This design comes from an exercise in tuning for small area on the open sky130 flow, not from production work.
At most, simulation tests tie the RTL to the original design; equivalence was not proved.
No activity file was given, so power comes from the tool's default toggle rates.

==> flow/design.v <==
module swuart_bt (
    input  wire        clk,
    input  wire        rst,             
    input  wire        tick,            
    input  wire        rx_in,           
    input  wire        state_in,        
    input  wire        req_valid,
    input  wire [15:0] req_word,
    output wire        req_ready,       
    output wire [31:0] resp_data,
    output wire        resp_fault,
    output wire [1:0]  resp_code,
    output wire        tx_out,
    output wire        evt_connect,
    output wire        evt_disconnect
);
    localparam integer NMD_LIMIT       = 60;
    localparam integer TICKS_PER_MS    = 29;
    localparam integer TICKS_PER_EPOCH = 7200;
    localparam [3:0] OP_INIT        = 4'h1;
    localparam [3:0] OP_WAIT_READY  = 4'h2;
    localparam [3:0] OP_STATUS      = 4'h3;
    localparam [3:0] OP_WRITE       = 4'h4;
    localparam [3:0] OP_AVAILABLE   = 4'h5;
    localparam [3:0] OP_READ        = 4'h6;
    localparam [3:0] OP_CLOCK_RESET = 4'h7;
    localparam [3:0] OP_CLOCK_READ  = 4'h8;
    localparam [3:0] OP_CLOCK_PRESET= 4'h9;
    reg         enabled;
    reg         rx_act;           
    reg  [1:0]  rx_sub;           
    reg  [8:0]  rx_sr;
    reg         nmd_f;
    reg         tx_busy;
    reg  [1:0]  tx_sub;
    reg  [8:0]  tx_sr;            
    reg         tx_line;
    reg  [7:0]  ring [0:31];
    reg  [4:0]  rb_hp;            
    reg  [5:0]  rb_cnt;
    reg  [7:0]  rb_pend;
    reg  [31:0] ms_clock;
    reg  [4:0]  ms_sub;
    reg  [12:0] epoch_sub;
    reg  [4:0]  hist;             
    reg         epoch_evt;        
    reg  [2:0]  init_cd;
    wire connected = &hist[3:0];
    wire was_connected = &hist[4:1];
    assign evt_connect    = epoch_evt && connected && !hist[4];
    assign evt_disconnect = epoch_evt && was_connected && !hist[0];
    wire [3:0] op   = req_word[15:12];
    wire [3:0] rsv  = req_word[11:8];
    wire [7:0] imm8 = req_word[7:0];
    wire illegal = (op == 4'h0) || (op > OP_CLOCK_PRESET) || (rsv != 4'h0) ||
                   (op != OP_WRITE && op != OP_CLOCK_PRESET && imm8 != 8'h00);
    wire f_already = !illegal && op == OP_INIT && enabled;
    wire f_noten   = !illegal && op != OP_INIT && op != OP_STATUS && !enabled;
    wire fault     = illegal || f_already || f_noten;
    wire rb_empty    = (rb_cnt == 6'd0);
    wire nmd_lim     = rx_sr[0] && !rx_sr[1] && !rx_sr[3] && !rx_sr[4] && !rx_sr[5];
    wire nmd_expired = rx_act ? nmd_f : nmd_lim;
    wire ready_flag  = (init_cd == 3'd0);
    wire hold = !fault &&
                ((op == OP_WAIT_READY && !ready_flag) ||
                 (op == OP_WRITE      && tx_busy)     ||
                 (op == OP_READ       && rb_empty && !nmd_expired));
    assign req_ready  = !hold;
    assign resp_fault = fault;
    assign resp_code  = {f_already | f_noten, illegal | f_already};
    wire [3:0] rsel_lo = 4'd1 << rb_hp[1:0];
    wire [7:0] rsel_hi = 8'd1 << rb_hp[4:2];
    reg  [7:0] rd_ring;
    reg  [7:0] rd_cls;
    integer j, k;
    always @* begin
        rd_ring = 8'd0;
        for (k = 0; k < 4; k = k + 1) begin
            rd_cls = 8'd0;
            for (j = 0; j < 8; j = j + 1)
                rd_cls = rd_cls | (ring[4*j+k] & {8{rsel_hi[j]}});
            rd_ring = rd_ring | (rd_cls & {8{rsel_lo[k]}});
        end
    end
    wire [7:0] rd_byte = (rb_cnt == 6'd1) ? rb_pend : rd_ring;
    reg [31:0] result;
    always @* begin
        case (op)
            OP_STATUS:     result = {25'd0, tx_line, nmd_expired, rx_act, tx_busy,
                                     connected, ready_flag, enabled};
            OP_AVAILABLE:  result = {26'd0, rb_cnt};
            OP_READ:       result = rb_empty ? 32'd0 : {23'd0, 1'b1, rd_byte};
            OP_CLOCK_READ: result = ms_clock;
            default:       result = 32'd0;
        endcase
    end
    assign resp_data = fault ? 32'd0 : result;
    wire do_req = req_valid && !hold && !fault;
    wire n_enabled = enabled | (do_req && op == OP_INIT);
    wire tk = tick && n_enabled;
    wire pop = do_req && op == OP_READ && !rb_empty;
    wire       rx_done = tk && rx_act && rx_sr[0] && rx_sub == 2'd1;
    wire       full1 = rb_cnt[5] && !pop;    
    wire       push_nf = rx_done && !full1;
    wire [5:0] n_cnt = (pop && !push_nf) ? rb_cnt - 6'd1 :
                       (!pop && push_nf) ? rb_cnt + 6'd1 : rb_cnt;
    wire [4:0] n_hp  = rb_hp + ((pop || (rx_done && full1)) ? 5'd2 : 5'd1);
    wire [4:0] pend_pos = rb_hp + rb_cnt[4:0] - 5'd1;
    wire       wr   = pend_pos[3:0] == 4'hf;
    wire       wr0  = wr && pend_pos[4];
    wire       wr16 = wr && !pend_pos[4];
    integer i;
    always @(posedge clk) begin
        ring[0]  <= wr0  ? rb_pend : ring[31];
        ring[16] <= wr16 ? rb_pend : ring[15];
        for (i = 1; i < 32; i = i + 1)
            if (i != 16) ring[i] <= ring[i-1];
    end
    always @(posedge clk) begin
        rb_hp <= rst ? 5'd0 : n_hp;
        if (rx_done) rb_pend <= rx_sr[8:1];
    end
    wire ms_wrap    = ms_sub[0] == 1'b0 && ms_sub[1] == 1'b0 && ms_sub[3] && ms_sub[4];
    wire epoch_wrap = epoch_sub[12:2] == 11'b11110110100 && epoch_sub[0] == 1'b0;
    wire [4:0]  ms_next    = {ms_sub[3:0], ~(ms_sub[4] ^ ms_sub[1])};
    wire [12:0] epoch_next = {epoch_sub[11:0], ~(epoch_sub[12] ^ epoch_sub[0])};
    wire [5:0]  nmd_next   = {~(rx_sr[0] ^ rx_sr[1]), rx_sr[5:1]};
    wire        ms_load = rst || (do_req && (op == OP_CLOCK_RESET || op == OP_CLOCK_PRESET));
    wire [7:0]  ms_imm  = rst ? 8'd0 : imm8;
    always @(posedge clk)
        ms_clock <= (ms_load ? {4{ms_imm}} : ms_clock) + (!rst && tk && ms_wrap);
    always @(posedge clk) begin
        if (rst) begin
            enabled        <= 1'b0;
            rx_act         <= 1'b0;
            tx_busy        <= 1'b0;
            tx_line        <= 1'b1;
            rb_cnt         <= 6'd0;
            rx_sr[5:0]     <= 6'd0;
            ms_sub         <= 5'd0;
            epoch_sub      <= 13'd0;
            hist           <= 5'd0;
            init_cd        <= 3'd4;
            epoch_evt      <= 1'b0;
        end else begin
            enabled <= n_enabled;
            rb_cnt  <= n_cnt;
            if (do_req && op == OP_WRITE) begin
                tx_sr   <= {1'b1, imm8};
                tx_sub  <= 2'd3;       
                tx_busy <= 1'b1;
            end
            epoch_evt <= tk && epoch_wrap;
            if (tk) begin
                if (!rx_act) begin
                    if (!rx_in) begin
                        rx_sr  <= 9'h100;
                        rx_sub <= 2'd0;
                        rx_act <= 1'b1;
                        nmd_f  <= nmd_lim;
                    end else if (!nmd_lim) begin
                        rx_sr[5:0] <= nmd_next;
                    end
                end else if (rx_sub == 2'd1) begin
                    rx_sub <= 2'd3;
                    if (!rx_sr[0]) begin
                        rx_sr <= {rx_in, rx_sr[8:1]};
                    end else begin
                        rx_sr  <= 9'd0;        
                        rx_act <= 1'b0;
                    end
                end else begin
                    rx_sub <= rx_sub - 2'd1;
                end
                if (tx_busy || (do_req && op == OP_WRITE)) begin
                    if ((do_req && op == OP_WRITE) || tx_sub == 2'd3) begin
                        tx_line <= 1'b0;
                        tx_sub  <= 2'd2;
                    end else if (tx_sub != 2'd0) begin
                        tx_sub <= tx_sub - 2'd1;
                    end else if (tx_sr == 9'd0) begin
                        tx_busy <= 1'b0;
                    end else begin
                        tx_line <= tx_sr[0];
                        tx_sr   <= {1'b0, tx_sr[8:1]};
                        tx_sub  <= 2'd2;
                    end
                end
                ms_sub <= ms_wrap ? 5'd0 : ms_next;
                if (epoch_wrap) begin
                    epoch_sub <= 13'd0;
                    hist      <= {hist[3:0], state_in};
                    if (init_cd != 3'd0) init_cd <= init_cd - 3'd1;
                end else begin
                    epoch_sub <= epoch_next;
                end
            end
        end
    end
    assign tx_out = tx_line;
endmodule
Settings: LEC_CHECK=0, CAP_MARGIN=0, CORE_MARGIN=2, CORE_UTILIZATION=70, PLACE_DENSITY=0.8, SLEW_MARGIN=0; clock period 10.0 ns.
standard.sh (not shown) runs the stock make flow with config.mk's settings and CLKGATE_MAP_FILE= SYNTH_SCRIPT=/design/flow/synth_recipe.tcl, a recipe that flattens the netlist after the stock synthesis.
==> flow/flow/run.sh <==
#!/bin/bash
# Own layout flow: the standard ORFS flow (standard.sh) with these changes:
#  - synthesis is the standard synthesis script (synth_recipe.tcl, unchanged),
#    except that the ABC call that maps the combinational logic uses the
#    area-oriented script flow/area.abc with a 10 ns delay target instead of
#    ORFS's speed script (registers are mapped before ABC and are unchanged);
#  - the port buffers are sky130_fd_sc_hd__buf_1 (still one per port);
#  - CTS uses clkbuf_8 with larger sink clusters and no dummy loads.
# Each step's full output is in orfs/logs/...; make's own output in flow_make.log.
set -euo pipefail
W=$(pwd)
cat > "$W/flow_synth.tcl" <<EOT
proc abc {args} {
  set i [lsearch \$args -script]
  if {\$i >= 0} { set args [lreplace \$args \$i [expr {\$i+1}] -script $W/flow/area.abc] }
  set j [lsearch \$args -D]
  if {\$j >= 0} { set args [lreplace \$args \$j [expr {\$j+1}] -D 10000] }
  puts "flow_synth.tcl: abc \$args"
  yosys abc {*}\$args
}
source $W/synth_recipe.tcl
EOT
sed "s#SYNTH_SCRIPT=[^ ]*#SYNTH_SCRIPT=$W/flow_synth.tcl#" standard.sh > flow_standard.sh
grep -q "SYNTH_SCRIPT=$W/flow_synth.tcl" flow_standard.sh
bash flow_standard.sh \
  "BUFFER_PORTS_ARGS=-buffer_cell sky130_fd_sc_hd__buf_1" \
  "CTS_ARGS=-sink_clustering_enable -repair_clock_nets -dont_use_dummy_load -buf_list sky130_fd_sc_hd__clkbuf_8 -sink_clustering_size 20 -sink_clustering_max_diameter 50" \
  finish > flow_make.log 2>&1
==> flow/flow/area.abc <==
strash
&get -n
&fraig -x
&put
scorr
dc2
dretime
strash
&get -n
&dch -f
&nf -R 1000
&put
The baseline finished with timing, DRC and antenna clean.
==> next run, changes <==
--- a/flow/design.v
+++ b/flow/design.v
@@ -38,6 +38,7 @@
     reg  [7:0]  ring [0:31];
     reg  [4:0]  rb_hp;            
     reg  [5:0]  rb_cnt;
+    reg         rb_pv;            
     reg  [7:0]  rb_pend;
     reg  [31:0] ms_clock;
     reg  [4:0]  ms_sub;
@@ -82,7 +83,7 @@
             rd_ring = rd_ring | (rd_cls & {8{rsel_lo[k]}});
         end
     end
-    wire [7:0] rd_byte = (rb_cnt == 6'd1) ? rb_pend : rd_ring;
+    wire [7:0] rd_byte = (rb_pv && rb_cnt == 6'd1) ? rb_pend : rd_ring;
     reg [31:0] result;
     always @* begin
         case (op)
@@ -106,7 +107,7 @@
                        (!pop && push_nf) ? rb_cnt + 6'd1 : rb_cnt;
     wire [4:0] n_hp  = rb_hp + ((pop || (rx_done && full1)) ? 5'd2 : 5'd1);
     wire [4:0] pend_pos = rb_hp + rb_cnt[4:0] - 5'd1;
-    wire       wr   = pend_pos[3:0] == 4'hf;
+    wire       wr   = rb_pv && pend_pos[3:0] == 4'hf;
     wire       wr0  = wr && pend_pos[4];
     wire       wr16 = wr && !pend_pos[4];
     integer i;
@@ -136,6 +137,7 @@
             tx_busy        <= 1'b0;
             tx_line        <= 1'b1;
             rb_cnt         <= 6'd0;
+            rb_pv          <= 1'b0;
             rx_sr[5:0]     <= 6'd0;
             ms_sub         <= 5'd0;
             epoch_sub      <= 13'd0;
@@ -145,6 +147,8 @@
         end else begin
             enabled <= n_enabled;
             rb_cnt  <= n_cnt;
+            if (rx_done) rb_pv <= 1'b1;
+            else if (wr) rb_pv <= 1'b0;
             if (do_req && op == OP_WRITE) begin
                 tx_sr   <= {1'b1, imm8};
                 tx_sub  <= 2'd3;       
The changed run ran to the end with no violations.
Worst setup slack improved by 0.27 ns.
Non-clock buffer count fell by 2.
Die area rose slightly.
Clock power is about the same.
Cell area rose slightly.
Via count rose slightly.
Synthesized cell count rose by a few percent.
Power fell by roughly a tenth.
Combinational power fell by well over a third.
Routed wire length fell slightly.
Global-route usage fell by 0.13 points.
Hold slack improved by 0.015 ns.
Fmax rose by a few percent.
Clock-buffer cell count does not change.
Function not checked in the second run of this note: the RTL went through the layout flow alone.

-- what the ideal ports hide --
Ports are ideal in the flow. The routed layouts listed here were re-timed in OpenROAD. Step 1 assumes that a clkbuf_16 drives the clock port and a buf_2 every other input. Step 2, shift: input delay + t, output delay - t, t = (earliest + latest rising clock arrival at the registers) / 2. This alone moves slack from input paths to output paths. Slacks: ideal / step 1 / step 2; pairs: ideal / step 1.
run | shift t [ns] | slack for setup (ns) | worst hold slack (ns) | worst slew at a driven data input, ns | cell pins on the clock port's net
the first run | 0.598 | 1.863 / 1.879 / 1.281 | 0.299 / 0.299 / 0.299 | 0.04 | 1
the second run | 0.595 | 2.129 / 2.146 / 1.551 | 0.315 / 0.315 / 0.315 | 0.05 | 1
After both steps every run listed still meets setup and hold. The setup slack of the first run, which loses most, moves by +0.016 ns with the drivers and by -0.582 ns with both steps.
